Context: an optimization exercise on an open-source flow, tuned for small area, a short achievable clock period and few clock cycles per item. The choices shown serve that exercise and are no tape-out recipe.
In this exercise RTL edits were held to simulation tests only and were not proved equivalent to the original.

--- flow/config.mk ---
export PLATFORM = sky130hd
export DESIGN_NAME = himg_qmap
export DESIGN_NICKNAME = himg_qmap
export VERILOG_FILES = /design/flow/design.v
export SDC_FILE = /design/flow/constraint.sdc
export NUM_CORES = 4
export LEC_CHECK = 0
export CAP_MARGIN = 20
export CORE_MARGIN = 2
export CORE_UTILIZATION = 30
export PLACE_DENSITY = 0.45
export SLEW_MARGIN = 20
--- flow/constraint.sdc ---
create_clock -name core_clock -period 14.0 [get_ports {clk}]
set_input_delay 2.8000 -clock core_clock [delete_from_list [all_inputs] [get_ports {clk}]]
set_output_delay 2.8000 -clock core_clock [all_outputs]
set_load 0.01 [all_outputs]
--- flow/design.v ---
module himg_qmap (
    input  wire        clk,
    input  wire        rst,         
    input  wire        in_valid,
    output wire        in_ready,
    input  wire [1:0]  in_op,
    input  wire [15:0] in_data,
    output wire        out_valid,
    input  wire        out_ready,
    output wire [15:0] out_data
);
    reg  [15:0] step;
    reg  [6:0]  dq;
    reg  [10:0] qmaxn, qmaxp;    
    reg         o1_v, o2_v;
    reg  [15:0] o1_d, o2_d;
    wire        en = ~o2_v;           
    reg         s0_v;
    reg  [1:0]  s0_op;
    reg  [15:0] s0_d;
    wire        cfg_wait;
    wire        s0_cfg = s0_v & s0_op[1];
    wire [15:0] s0_step = (s0_v & (s0_op == 2'd2)) ? s0_d : step;
    assign in_ready  = en & ~cfg_wait;
    assign out_valid = o1_v;
    assign out_data  = o1_d;
    always @(posedge clk) begin
        if (rst) begin
            s0_v <= 1'b0;
        end else if (en & ~cfg_wait) begin
            s0_v <= in_valid;
        end
        if (en & ~cfg_wait) begin
            s0_op <= in_op;
            s0_d  <= in_data;
        end
    end
    always @(posedge clk) begin
        if (rst)
            step <= 16'd1;
        else if (en & ~cfg_wait & s0_v & (s0_op == 2'd2))
            step <= s0_d;
        if (en & ~cfg_wait & s0_v & (s0_op == 2'd3))
            dq <= (s0_d > 16'd100) ? 7'd0 : 7'd100 - s0_d[6:0];
    end
    wire [0:0] dec_vo;
    wire [1:0] dec_ko;
    wire [0:0] dec_nego;
    wire [16:0] dec_Ro;
    wire [0:0] dec_ovfo;
    wire [6:0] dec_didxo;
    wire [0:0] dec_dnego;
    wire [16:0] d10_Ro;
    wire [10:0] d10_qo;
    wire [16:0] d9_Ro;
    wire [10:0] d9_qo;
    reg  [16:0] p1_R;
    reg  [6:0] p1_didx;
    reg  [0:0] p1_dneg;
    reg  [1:0] p1_k;
    reg  [0:0] p1_neg;
    reg  [0:0] p1_ovf;
    reg  [10:0] p1_q;
    reg  [0:0] p1_v;
    wire [16:0] d8_Ro;
    wire [10:0] d8_qo;
    wire [16:0] d7_Ro;
    wire [10:0] d7_qo;
    wire [16:0] d6_Ro;
    wire [10:0] d6_qo;
    reg  [16:0] p2_R;
    reg  [6:0] p2_didx;
    reg  [0:0] p2_dneg;
    reg  [1:0] p2_k;
    reg  [0:0] p2_neg;
    reg  [0:0] p2_ovf;
    reg  [10:0] p2_q;
    reg  [0:0] p2_v;
    wire [16:0] d5_Ro;
    wire [10:0] d5_qo;
    wire [16:0] d4_Ro;
    wire [10:0] d4_qo;
    wire [16:0] d3_Ro;
    wire [10:0] d3_qo;
    reg  [16:0] p3_R;
    reg  [6:0] p3_didx;
    reg  [0:0] p3_dneg;
    reg  [1:0] p3_k;
    reg  [0:0] p3_neg;
    reg  [0:0] p3_ovf;
    reg  [10:0] p3_q;
    reg  [0:0] p3_v;
    wire [16:0] d2_Ro;
    wire [10:0] d2_qo;
    wire [16:0] d1_Ro;
    wire [10:0] d1_qo;
    wire [16:0] d0_Ro;
    wire [10:0] d0_qo;
    reg  [16:0] p4_R;
    reg  [6:0] p4_didx;
    reg  [0:0] p4_dneg;
    reg  [1:0] p4_k;
    reg  [0:0] p4_neg;
    reg  [0:0] p4_ovf;
    reg  [10:0] p4_q;
    reg  [0:0] p4_v;
    wire [10:0] rnd_mo;
    wire [21:0] s6_Do;
    wire [13:0] s6_Qo;
    wire [6:0] s6_io;
    reg  [21:0] p5_D;
    reg  [13:0] p5_Q;
    reg  [6:0] p5_didx;
    reg  [0:0] p5_dneg;
    reg  [6:0] p5_i;
    reg  [1:0] p5_k;
    reg  [0:0] p5_neg;
    reg  [0:0] p5_v;
    wire [21:0] s5_Do;
    wire [13:0] s5_Qo;
    wire [6:0] s5_io;
    wire [21:0] s4_Do;
    wire [13:0] s4_Qo;
    wire [6:0] s4_io;
    wire [20:0] dP_Po;
    reg  [21:0] p6_D;
    reg  [20:0] p6_P;
    reg  [13:0] p6_Q;
    reg  [6:0] p6_didx;
    reg  [0:0] p6_dneg;
    reg  [6:0] p6_i;
    reg  [1:0] p6_k;
    reg  [0:0] p6_neg;
    reg  [0:0] p6_v;
    wire [21:0] s3_Do;
    wire [13:0] s3_Qo;
    wire [6:0] s3_io;
    wire [21:0] s2_Do;
    wire [13:0] s2_Qo;
    wire [6:0] s2_io;
    wire [10:0] dT_To;
    reg  [21:0] p7_D;
    reg  [13:0] p7_Q;
    reg  [10:0] p7_T;
    reg  [0:0] p7_dneg;
    reg  [6:0] p7_i;
    reg  [1:0] p7_k;
    reg  [0:0] p7_neg;
    reg  [0:0] p7_v;
    wire [21:0] s1_Do;
    wire [13:0] s1_Qo;
    wire [6:0] s1_io;
    wire [21:0] s0_Do;
    wire [13:0] s0_Qo;
    wire [6:0] s0_io;
    wire [15:0] dM_po;
    wire [0:0] dM_psato;
    reg  [21:0] p8_D;
    reg  [13:0] p8_Q;
    reg  [0:0] p8_dneg;
    reg  [6:0] p8_i;
    reg  [1:0] p8_k;
    reg  [0:0] p8_neg;
    reg  [15:0] p8_p;
    reg  [0:0] p8_psat;
    reg  [0:0] p8_v;
    wire [7:0] pick_codeo;
    wire [15:0] dR_dreso;
    wire [16:0] dec_a = (s0_op == 2'd2) ? 17'h08000 :
                       (s0_d[15] ? (17'd0 - {1'b1, s0_d}) : {1'b0, s0_d});
    assign dec_vo    = s0_v & ~cfg_wait & (s0_op != 2'd3);
    assign dec_ko    = s0_op;
    assign dec_nego  = s0_d[15];
    assign dec_Ro    = dec_a;
    assign dec_ovfo  = (s0_step[15:5] == 11'd0) & (dec_a[16:11] >= {1'b0, s0_step[4:0]});
    assign dec_dnego = s0_d[7];
    wire [7:0] dec_c = 8'd0 - s0_d[7:0];
    assign dec_didxo = s0_d[7] ? ((s0_d[7:0] == 8'h80) ? 7'd127 : dec_c[6:0]) : s0_d[6:0];
    wire [16:0] d10_hi = dec_Ro >> 10;
    wire        d10_ge = d10_hi >= {1'b0, s0_step};
    wire [16:0] d10_sb = d10_hi - {1'b0, s0_step};
    assign d10_Ro = d10_ge ? (d10_sb << 10) | (dec_Ro & 17'd1023) : dec_Ro;
    assign d10_qo = {10'd0, d10_ge};
    wire [16:0] d9_hi = d10_Ro >> 9;
    wire        d9_ge = d9_hi >= {1'b0, s0_step};
    wire [16:0] d9_sb = d9_hi - {1'b0, s0_step};
    assign d9_Ro = d9_ge ? (d9_sb << 9) | (d10_Ro & 17'd511) : d10_Ro;
    assign d9_qo = {d10_qo, d9_ge};
    always @(posedge clk) if (en) p1_R <= d9_Ro;
    always @(posedge clk) if (en) p1_didx <= dec_didxo;
    always @(posedge clk) if (en) p1_dneg <= dec_dnego;
    always @(posedge clk) if (en) p1_k <= dec_ko;
    always @(posedge clk) if (en) p1_neg <= dec_nego;
    always @(posedge clk) if (en) p1_ovf <= dec_ovfo;
    always @(posedge clk) if (en) p1_q <= d9_qo;
    always @(posedge clk) if (rst) p1_v <= 1'b0; else if (en) p1_v <= dec_vo;
    wire [16:0] d8_hi = p1_R >> 8;
    wire        d8_ge = d8_hi >= {1'b0, step};
    wire [16:0] d8_sb = d8_hi - {1'b0, step};
    assign d8_Ro = d8_ge ? (d8_sb << 8) | (p1_R & 17'd255) : p1_R;
    assign d8_qo = {p1_q, d8_ge};
    wire [16:0] d7_hi = d8_Ro >> 7;
    wire        d7_ge = d7_hi >= {1'b0, step};
    wire [16:0] d7_sb = d7_hi - {1'b0, step};
    assign d7_Ro = d7_ge ? (d7_sb << 7) | (d8_Ro & 17'd127) : d8_Ro;
    assign d7_qo = {d8_qo, d7_ge};
    wire [16:0] d6_hi = d7_Ro >> 6;
    wire        d6_ge = d6_hi >= {1'b0, step};
    wire [16:0] d6_sb = d6_hi - {1'b0, step};
    assign d6_Ro = d6_ge ? (d6_sb << 6) | (d7_Ro & 17'd63) : d7_Ro;
    assign d6_qo = {d7_qo, d6_ge};
    always @(posedge clk) if (en) p2_R <= d6_Ro;
    always @(posedge clk) if (en) p2_didx <= p1_didx;
    always @(posedge clk) if (en) p2_dneg <= p1_dneg;
    always @(posedge clk) if (en) p2_k <= p1_k;
    always @(posedge clk) if (en) p2_neg <= p1_neg;
    always @(posedge clk) if (en) p2_ovf <= p1_ovf;
    always @(posedge clk) if (en) p2_q <= d6_qo;
    always @(posedge clk) if (rst) p2_v <= 1'b0; else if (en) p2_v <= p1_v;
    wire [16:0] d5_hi = p2_R >> 5;
    wire        d5_ge = d5_hi >= {1'b0, step};
    wire [16:0] d5_sb = d5_hi - {1'b0, step};
    assign d5_Ro = d5_ge ? (d5_sb << 5) | (p2_R & 17'd31) : p2_R;
    assign d5_qo = {p2_q, d5_ge};
    wire [16:0] d4_hi = d5_Ro >> 4;
    wire        d4_ge = d4_hi >= {1'b0, step};
    wire [16:0] d4_sb = d4_hi - {1'b0, step};
    assign d4_Ro = d4_ge ? (d4_sb << 4) | (d5_Ro & 17'd15) : d5_Ro;
    assign d4_qo = {d5_qo, d4_ge};
    wire [16:0] d3_hi = d4_Ro >> 3;
    wire        d3_ge = d3_hi >= {1'b0, step};
    wire [16:0] d3_sb = d3_hi - {1'b0, step};
    assign d3_Ro = d3_ge ? (d3_sb << 3) | (d4_Ro & 17'd7) : d4_Ro;
    assign d3_qo = {d4_qo, d3_ge};
    always @(posedge clk) if (en) p3_R <= d3_Ro;
    always @(posedge clk) if (en) p3_didx <= p2_didx;
    always @(posedge clk) if (en) p3_dneg <= p2_dneg;
    always @(posedge clk) if (en) p3_k <= p2_k;
    always @(posedge clk) if (en) p3_neg <= p2_neg;
    always @(posedge clk) if (en) p3_ovf <= p2_ovf;
    always @(posedge clk) if (en) p3_q <= d3_qo;
    always @(posedge clk) if (rst) p3_v <= 1'b0; else if (en) p3_v <= p2_v;
    wire [16:0] d2_hi = p3_R >> 2;
    wire        d2_ge = d2_hi >= {1'b0, step};
    wire [16:0] d2_sb = d2_hi - {1'b0, step};
    assign d2_Ro = d2_ge ? (d2_sb << 2) | (p3_R & 17'd3) : p3_R;
    assign d2_qo = {p3_q, d2_ge};
    wire [16:0] d1_hi = d2_Ro >> 1;
    wire        d1_ge = d1_hi >= {1'b0, step};
    wire [16:0] d1_sb = d1_hi - {1'b0, step};
    assign d1_Ro = d1_ge ? (d1_sb << 1) | (d2_Ro & 17'd1) : d2_Ro;
    assign d1_qo = {d2_qo, d1_ge};
    wire [16:0] d0_hi = d1_Ro >> 0;
    wire        d0_ge = d0_hi >= {1'b0, step};
    wire [16:0] d0_sb = d0_hi - {1'b0, step};
    assign d0_Ro = d0_ge ? (d0_sb << 0) | (d1_Ro & 17'd0) : d1_Ro;
    assign d0_qo = {d1_qo, d0_ge};
    always @(posedge clk) if (en) p4_R <= d0_Ro;
    always @(posedge clk) if (en) p4_didx <= p3_didx;
    always @(posedge clk) if (en) p4_dneg <= p3_dneg;
    always @(posedge clk) if (en) p4_k <= p3_k;
    always @(posedge clk) if (en) p4_neg <= p3_neg;
    always @(posedge clk) if (en) p4_ovf <= p3_ovf;
    always @(posedge clk) if (en) p4_q <= d0_qo;
    always @(posedge clk) if (rst) p4_v <= 1'b0; else if (en) p4_v <= p3_v;
    wire        rnd_up = ({p4_R[15:0], 1'b0} >= {1'b0, step}) & (p4_q != (p4_neg ? qmaxn : qmaxp));
    wire [11:0] rnd_m1 = {1'b0, p4_q} + {11'd0, rnd_up};
    assign rnd_mo = (p4_ovf | (rnd_m1 > 12'd1136)) ? 11'd1136 : rnd_m1[10:0];
    always @(posedge clk)
        if (rst) begin
            qmaxn <= 11'd2047;
            qmaxp <= 11'd2047;
        end else if (en & p4_v & (p4_k == 2'd2)) begin
            qmaxn <= p4_ovf ? 11'd2047 : p4_q;
            qmaxp <= p4_ovf ? 11'd2047 : p4_q - {10'd0, (p4_R == 17'd0)};
        end
    wire signed [21:0] s6_S = $signed({3'd0, dq, 12'd0}) + 22'sd102400
                              - $signed({1'b0, rnd_mo, 10'd0}) - $signed({2'b0, rnd_mo, 9'd0})
                              - $signed({5'b0, rnd_mo, 6'd0});
    wire s6_acc = s6_S[21];
    assign s6_Do = s6_acc ? s6_S : -$signed({1'b0, rnd_mo, 10'd0}) - $signed({2'b0, rnd_mo, 9'd0})
                              - $signed({5'b0, rnd_mo, 6'd0});
    assign s6_Qo = s6_acc ? {1'b0, dq, 6'd0} : 14'd0;
    assign s6_io = {6'd0, s6_acc};
    always @(posedge clk) if (en) p5_D <= s6_Do;
    always @(posedge clk) if (en) p5_Q <= s6_Qo;
    always @(posedge clk) if (en) p5_didx <= p4_didx;
    always @(posedge clk) if (en) p5_dneg <= p4_dneg;
    always @(posedge clk) if (en) p5_i <= s6_io;
    always @(posedge clk) if (en) p5_k <= p4_k;
    always @(posedge clk) if (en) p5_neg <= p4_neg;
    always @(posedge clk) if (rst) p5_v <= 1'b0; else if (en) p5_v <= p4_v;
    wire signed [21:0] s5_S = p5_D + $signed({2'd0, p5_Q, 6'd0})
                              + 22'sd51200 + $signed({5'd0, dq, 10'd0});
    wire s5_acc = s5_S[21];
    assign s5_Do = s5_acc ? s5_S : p5_D;
    assign s5_Qo = s5_acc ? p5_Q + {2'd0, dq, 5'd0} : p5_Q;
    assign s5_io = {p5_i[5:0], s5_acc};
    wire signed [21:0] s4_S = s5_Do + $signed({3'd0, s5_Qo, 5'd0})
                              + 22'sd25600 + $signed({7'd0, dq, 8'd0});
    wire s4_acc = s4_S[21];
    assign s4_Do = s4_acc ? s4_S : s5_Do;
    assign s4_Qo = s4_acc ? s5_Qo + {3'd0, dq, 4'd0} : s5_Qo;
    assign s4_io = {s5_io[5:0], s4_acc};
    assign dP_Po = dq * p5_didx * p5_didx;
    always @(posedge clk) if (en) p6_D <= s4_Do;
    always @(posedge clk) if (en) p6_P <= dP_Po;
    always @(posedge clk) if (en) p6_Q <= s4_Qo;
    always @(posedge clk) if (en) p6_didx <= p5_didx;
    always @(posedge clk) if (en) p6_dneg <= p5_dneg;
    always @(posedge clk) if (en) p6_i <= s4_io;
    always @(posedge clk) if (en) p6_k <= p5_k;
    always @(posedge clk) if (en) p6_neg <= p5_neg;
    always @(posedge clk) if (rst) p6_v <= 1'b0; else if (en) p6_v <= p5_v;
    wire signed [21:0] s3_S = p6_D + $signed({4'd0, p6_Q, 4'd0})
                              + 22'sd12800 + $signed({9'd0, dq, 6'd0});
    wire s3_acc = s3_S[21];
    assign s3_Do = s3_acc ? s3_S : p6_D;
    assign s3_Qo = s3_acc ? p6_Q + {4'd0, dq, 3'd0} : p6_Q;
    assign s3_io = {p6_i[5:0], s3_acc};
    wire signed [21:0] s2_S = s3_Do + $signed({5'd0, s3_Qo, 3'd0})
                              + 22'sd6400 + $signed({11'd0, dq, 4'd0});
    wire s2_acc = s2_S[21];
    assign s2_Do = s2_acc ? s2_S : s3_Do;
    assign s2_Qo = s2_acc ? s3_Qo + {5'd0, dq, 2'd0} : s3_Qo;
    assign s2_io = {s3_io[5:0], s2_acc};
    wire [14:0] dT_y = p6_P[20:6];
    wire [27:0] dT_e = dT_y * 14'd5243;
    assign dT_To = {4'd0, p6_didx} + dT_e[27:17];
    always @(posedge clk) if (en) p7_D <= s2_Do;
    always @(posedge clk) if (en) p7_Q <= s2_Qo;
    always @(posedge clk) if (en) p7_T <= dT_To;
    always @(posedge clk) if (en) p7_dneg <= p6_dneg;
    always @(posedge clk) if (en) p7_i <= s2_io;
    always @(posedge clk) if (en) p7_k <= p6_k;
    always @(posedge clk) if (en) p7_neg <= p6_neg;
    always @(posedge clk) if (rst) p7_v <= 1'b0; else if (en) p7_v <= p6_v;
    wire signed [21:0] s1_S = p7_D + $signed({6'd0, p7_Q, 2'd0})
                              + 22'sd3200 + $signed({13'd0, dq, 2'd0});
    wire s1_acc = s1_S[21];
    assign s1_Do = s1_acc ? s1_S : p7_D;
    assign s1_Qo = s1_acc ? p7_Q + {6'd0, dq, 1'd0} : p7_Q;
    assign s1_io = {p7_i[5:0], s1_acc};
    wire signed [21:0] s0_S = s1_Do + $signed({7'd0, s1_Qo, 1'd0})
                              + 22'sd1600 + $signed({15'd0, dq});
    wire s0_acc = s0_S[21];
    assign s0_Do = s0_acc ? s0_S : s1_Do;
    assign s0_Qo = s0_acc ? s1_Qo + {7'd0, dq} : s1_Qo;
    assign s0_io = {s1_io[5:0], s0_acc};
    wire [26:0] dM_pr = p7_T * step;
    assign dM_po = dM_pr[15:0];
    assign dM_psato = |dM_pr[26:15];
    always @(posedge clk) if (en) p8_D <= s0_Do;
    always @(posedge clk) if (en) p8_Q <= s0_Qo;
    always @(posedge clk) if (en) p8_dneg <= p7_dneg;
    always @(posedge clk) if (en) p8_i <= s0_io;
    always @(posedge clk) if (en) p8_k <= p7_k;
    always @(posedge clk) if (en) p8_neg <= p7_neg;
    always @(posedge clk) if (en) p8_p <= dM_po;
    always @(posedge clk) if (en) p8_psat <= dM_psato;
    always @(posedge clk) if (rst) p8_v <= 1'b0; else if (en) p8_v <= p7_v;
    wire [15:0] pick_X  = 16'd0 - p8_D[15:0];
    wire [15:0] pick_Y  = p8_D[15:0] + {1'b0, p8_Q, 1'b0} + {9'd0, dq} + 16'd1600;
    wire [15:0] pick_Xc = pick_X + 16'd1599;
    wire [9:0]  pick_x6 = pick_Xc[15:6];
    wire [9:0]  pick_y6 = pick_Y[15:6];
    wire [19:0] pick_xm = pick_x6 * 10'd41;
    wire [19:0] pick_ym = pick_y6 * 10'd41;
    wire pick_lo = pick_xm[19:10] <= pick_ym[19:10];
    wire [6:0]  pick_ip = (p8_i == 7'd127 || pick_lo) ? p8_i : p8_i + 7'd1;
    assign pick_codeo = p8_neg ? (8'd0 - {1'b0, pick_ip}) : {1'b0, pick_ip};
    assign dR_dreso = p8_dneg ? (p8_psat ? 16'h8000 : 16'd0 - p8_p) : (p8_psat ? 16'h7fff : p8_p);
    wire        fin_v = (p8_v & ~p8_k[1]);
    wire [15:0] fin_d = (p8_k[0] ? dR_dreso : {8'd0, pick_codeo});
    wire        take  = o1_v & out_ready;
    always @(posedge clk) begin
        if (rst) begin
            o1_v <= 1'b0;
            o2_v <= 1'b0;
        end else begin
            if (~o1_v | take) begin
                o1_v <= o2_v | (en & fin_v);
                o2_v <= 1'b0;
            end else if (en & fin_v) begin
                o2_v <= 1'b1;
            end
        end
        if (~o1_v | take)
            o1_d <= o2_v ? o2_d : fin_d;
        if (~o2_v)
            o2_d <= fin_d;
    end
    assign cfg_wait = s0_cfg & (p1_v | p2_v | p3_v | p4_v | p5_v | p6_v | p7_v | p8_v);
endmodule
--- flow/run.sh ---
#!/bin/bash
# synth_recipe.tcl (not shown) runs the flow's synth.tcl, then flattens the netlist and writes it again
# the make line also repeats each setting of config.mk as NAME=value (left out here)
make -C /OpenROAD-flow-scripts/flow DESIGN_CONFIG=/design/flow/config.mk WORK_HOME=/design/flow/orfs CLKGATE_MAP_FILE= SYNTH_SCRIPT=/design/flow/synth_recipe.tcl finish
==> results.yml <==
clock_network:
  cts_made_buffers: 55
  cts_tree: "yes"
  insertion_delay_ns: 0.68
  cts_resized: 0
  postCtsHoldBufs: 0
  clk_pin_slew_ns: 0.06
  clockRootBuffer: "clkbuf_16"
  cts_sinks: 444
  cts_setup_buffers: 0
  htree_levels: 2
  clockBufferDepth: 3
synthesis:
  synth_top_family_by_area: "adder cells"
  synth_edf_count: 379
  ys.flop_type: "edfxtp_1"
  synth_area_sq_mm: 0.0504
  synth.most_common_cell: "ha_1"
  ys_types: 95
  synth_compound_area_share_pct: 11.9
  synthXorXnorAreaFrac_pct: 6.14
  synth_cells: 5197
  ys_seq_area_share_pct: 25.2
  yosys-top-cells-area: "edfxtp_1 23%, ha_1 19%, fa_1 14%"
  synth-simple-area-share_pct: 12.5
  synth_nets: 6359
  synth_commonest_cells: "779 x ha_1, 722 x inv_1, 395 x nand2_1, 379 x edfxtp_1, 361 x fa_1"
  synthAdderAreaFrac_pct: 33.7
  synth.top_cell.area_share_pct: 22.6
  muxShareOfSynthArea_pct: 4.18
  synthArstFlopShare_pct: 0
  avgSynthCellArea_sq_um: 9.69
  synth_top_area_cell: "edfxtp_1"
  yosys_warnings: 1
  ys_seq_elements: 444
drt:
  drtAntennaViolNets: 0
  via_count: 36138
  drt_first_pass_iters: 6
  wire_per_inst_um: 17.6
  vias_per_cell: 4.83
  initialDrtViolationCount: 1659
  drt-total-wl_um: 131000
  drc: 0
floorplanning:
  die_h_um: 414
  rows: 150
  start_util_pct: 30.2
  core_area_sq_mm: 0.167
  pin_count: 40
  die_w_um: 414
  die_area_sq_mm: 0.171
grt:
  grt_max_degree: 90
  grt_use_met2_pct: 27.9
  grt_pass1_vias: 37612
  antenna_found_initial: 4
  overflow: 0
  grtUsageMet1_pct: 19.8
  use_met3_pct: 1.50
  track_usage_pct: 15.5
  grt_pass1_wl_um: 210000
  grt-busiest-layer: "met2"
critical_path:
  crit_slowest_cell: "dfxtp_1"
  critPathLaunchType: "flop"
  crit_required_ns: 14.41
  arrival_ns: 10.05
  critPathMaxStageDelay_ns: 0.68
  setup.worst_path.class: "reg2reg"
  critPathCaptureType: "flop"
  crit_top_cell: "ha_1"
  critPathMaxFanout: 18
timing:
  finalCritPeriodShare_pct: 68.8
  slew_headroom_pct: 28.7
  fin_skew_ns: 0.0255
  slew_viol_final: 0
  period_needed_ns: 9.64
  fmax_mhz: 104
  tightest_slew_ns: 1.07
  tns_ns: 0
  hold_viol: 0
  finalSetupViolations: 0
  rsz0062_at_grt: "false"
  fin_ws_ns: 4.36
placement:
  port_buffers: 39
  place_hpwl_um: 103000
  pre_cts_ws_ns: 4.41
  gp_congestion: 0.829
  placed_area_sq_mm: 0.0535
cells_and_area:
  finalInstanceArea_sq_mm: 0.0553
  drive_above_1_share_pct: 5.79
  nets: 6387
  syn2layout_area_growth_pct: 9.85
flow_run:
  max-cap-violations: 0
hold_path:
  holdCritPathClass: "reg2reg"
run_status:
  outcome: "complete, no violations"
cells by family after synthesis:
| group | count (synthesis) |
|---|---|
| and+or+nand+nor | 1288 |
| adders and majority gates | 1140 |
| AOI/OAI and AO/OA | 929 |
| buffers and inverters | 849 |
| DFF | 444 |
| xor gates and xnor gates | 351 |
| muxes | 195 |
| other | 1 |
cell type report:
type | count | area, sq um
clock buffers | 64 | 1440
well taps | 2204 | 2760
inverters | 726 | 2730
diodes | 1 | 2.50
repair buffers | 94 | 798
multi-input cells | 3904 | 34500
clock inverters | 38 | 385
flip-flops and latches | 444 | 12700
fillers | 17262 | 112000
through the flow:
stage          utilization [%]  std cells  hold WS [ns]
2_1_floorplan                -       5197         0.400
3_3_place_gp              32.0       7371         0.401
5_1_grt                   33.1       7475         0.412
6_report                  33.1       7475         0.409
3_5_place_dp              32.0       7372         0.405
4_1_cts                   33.1       7474         0.412
worst max-delay path: cells and delay by family (launching register included):
family | cells | cell delay, ns
compound gates | 13 | 3.22
fa+ha+maj | 7 | 2.53
mux | 1 | 0.47
buf+inv | 5 | 1.24
simple gates | 5 | 0.86
flops | 1 | 0.68
xor+xnor | 1 | 0.33
cell usage in the layout, fill, tap and decap left out, types with 65 or more instances in the layout:
cell type  Yosys  layout
ha_1         779     779
inv_1        722     722
nand2_1      395     395
edfxtp_1     379     379
fa_1         361     361
nor2_1       306     306
a21oi_1      282     282
xnor2_1      236     234
o21ai_0      172     172
and2_1       165     165
a21o_1       122     122
xor2_1       114     113
mux2_2       112     112
mux2i_1       81      81
nor3_1        71      71
dfxtp_1       65      65
layer usage:
layer	up-vias	share of wire [%]
li1	17966	-
met1	17613	46
met2	432	50
met3	127	2.5
met4	0	2.2
met5	-	0
registers in the layout, summed over array words and instances (netlist names), 13 cells and up:
| name | flops |
|---|---|
| o2_d | 16 |
| p8_p | 16 |
| p6_P | 15 |
| p6_D | 16 |
| p8_Q | 13 |
| p7_D | 18 |
| p3_R | 17 |
| step | 16 |
| p5_D | 16 |
| p2_R | 17 |
| p4_R | 17 |
| p8_D | 16 |
| o1_d | 16 |
| s0_d | 16 |
| p1_R | 17 |
path summary, 6_finish.rpt:
| check | start | endpoint | slack (ns) | depth (start not counted) |
|---|---|---|---|---|
| worst min register to register | p1_k[0] | p2_k[0] | 0.41 | 0 |
| worst max-delay path | step[10] | p5_Q[6] | 4.36 | 32 |
| worst min-delay path | p1_k[0] | p2_k[0] | 0.41 | 0 |
| worst max register to register | step[10] | p5_Q[6] | 4.36 | 32 |
Testbench counts, summed over its fixed seeds: cycles 3,408, items 3,072.

-- port drivers added, routing unchanged --
Ports are ideal in the flow. The routed layout listed here was re-timed in OpenROAD.
Step 1 (the two cells are an assumption about what drives the block):
set clk [get_ports {clk}]
set_driving_cell -lib_cell sky130_fd_sc_hd__clkbuf_16 $clk
set_driving_cell -lib_cell sky130_fd_sc_hd__buf_2 [delete_from_list [all_inputs] $clk]
Step 2 adds t to the input delays and takes it off the output delays; t is the mean of the earliest and latest rising clock arrival at the registers after step 1. Input paths then give back, and output paths get back, about the clock's delay inside the block.
a / b / c = ideal ports / drivers / drivers and shift; a / b = the first two.
shift t [ns]: 0.742
setup WS [ns]: 4.363 / 4.363 / 4.363
worst hold slack (ns): 0.409 / 0.409 / 0.409
clock arrival spread, ns: 0.031 / 0.031
pins driven straight from the clock port: 1
After both steps this run still meets setup and hold. The setup slack of this run moves by 0.000 ns with the drivers and by 0.000 ns with both steps.
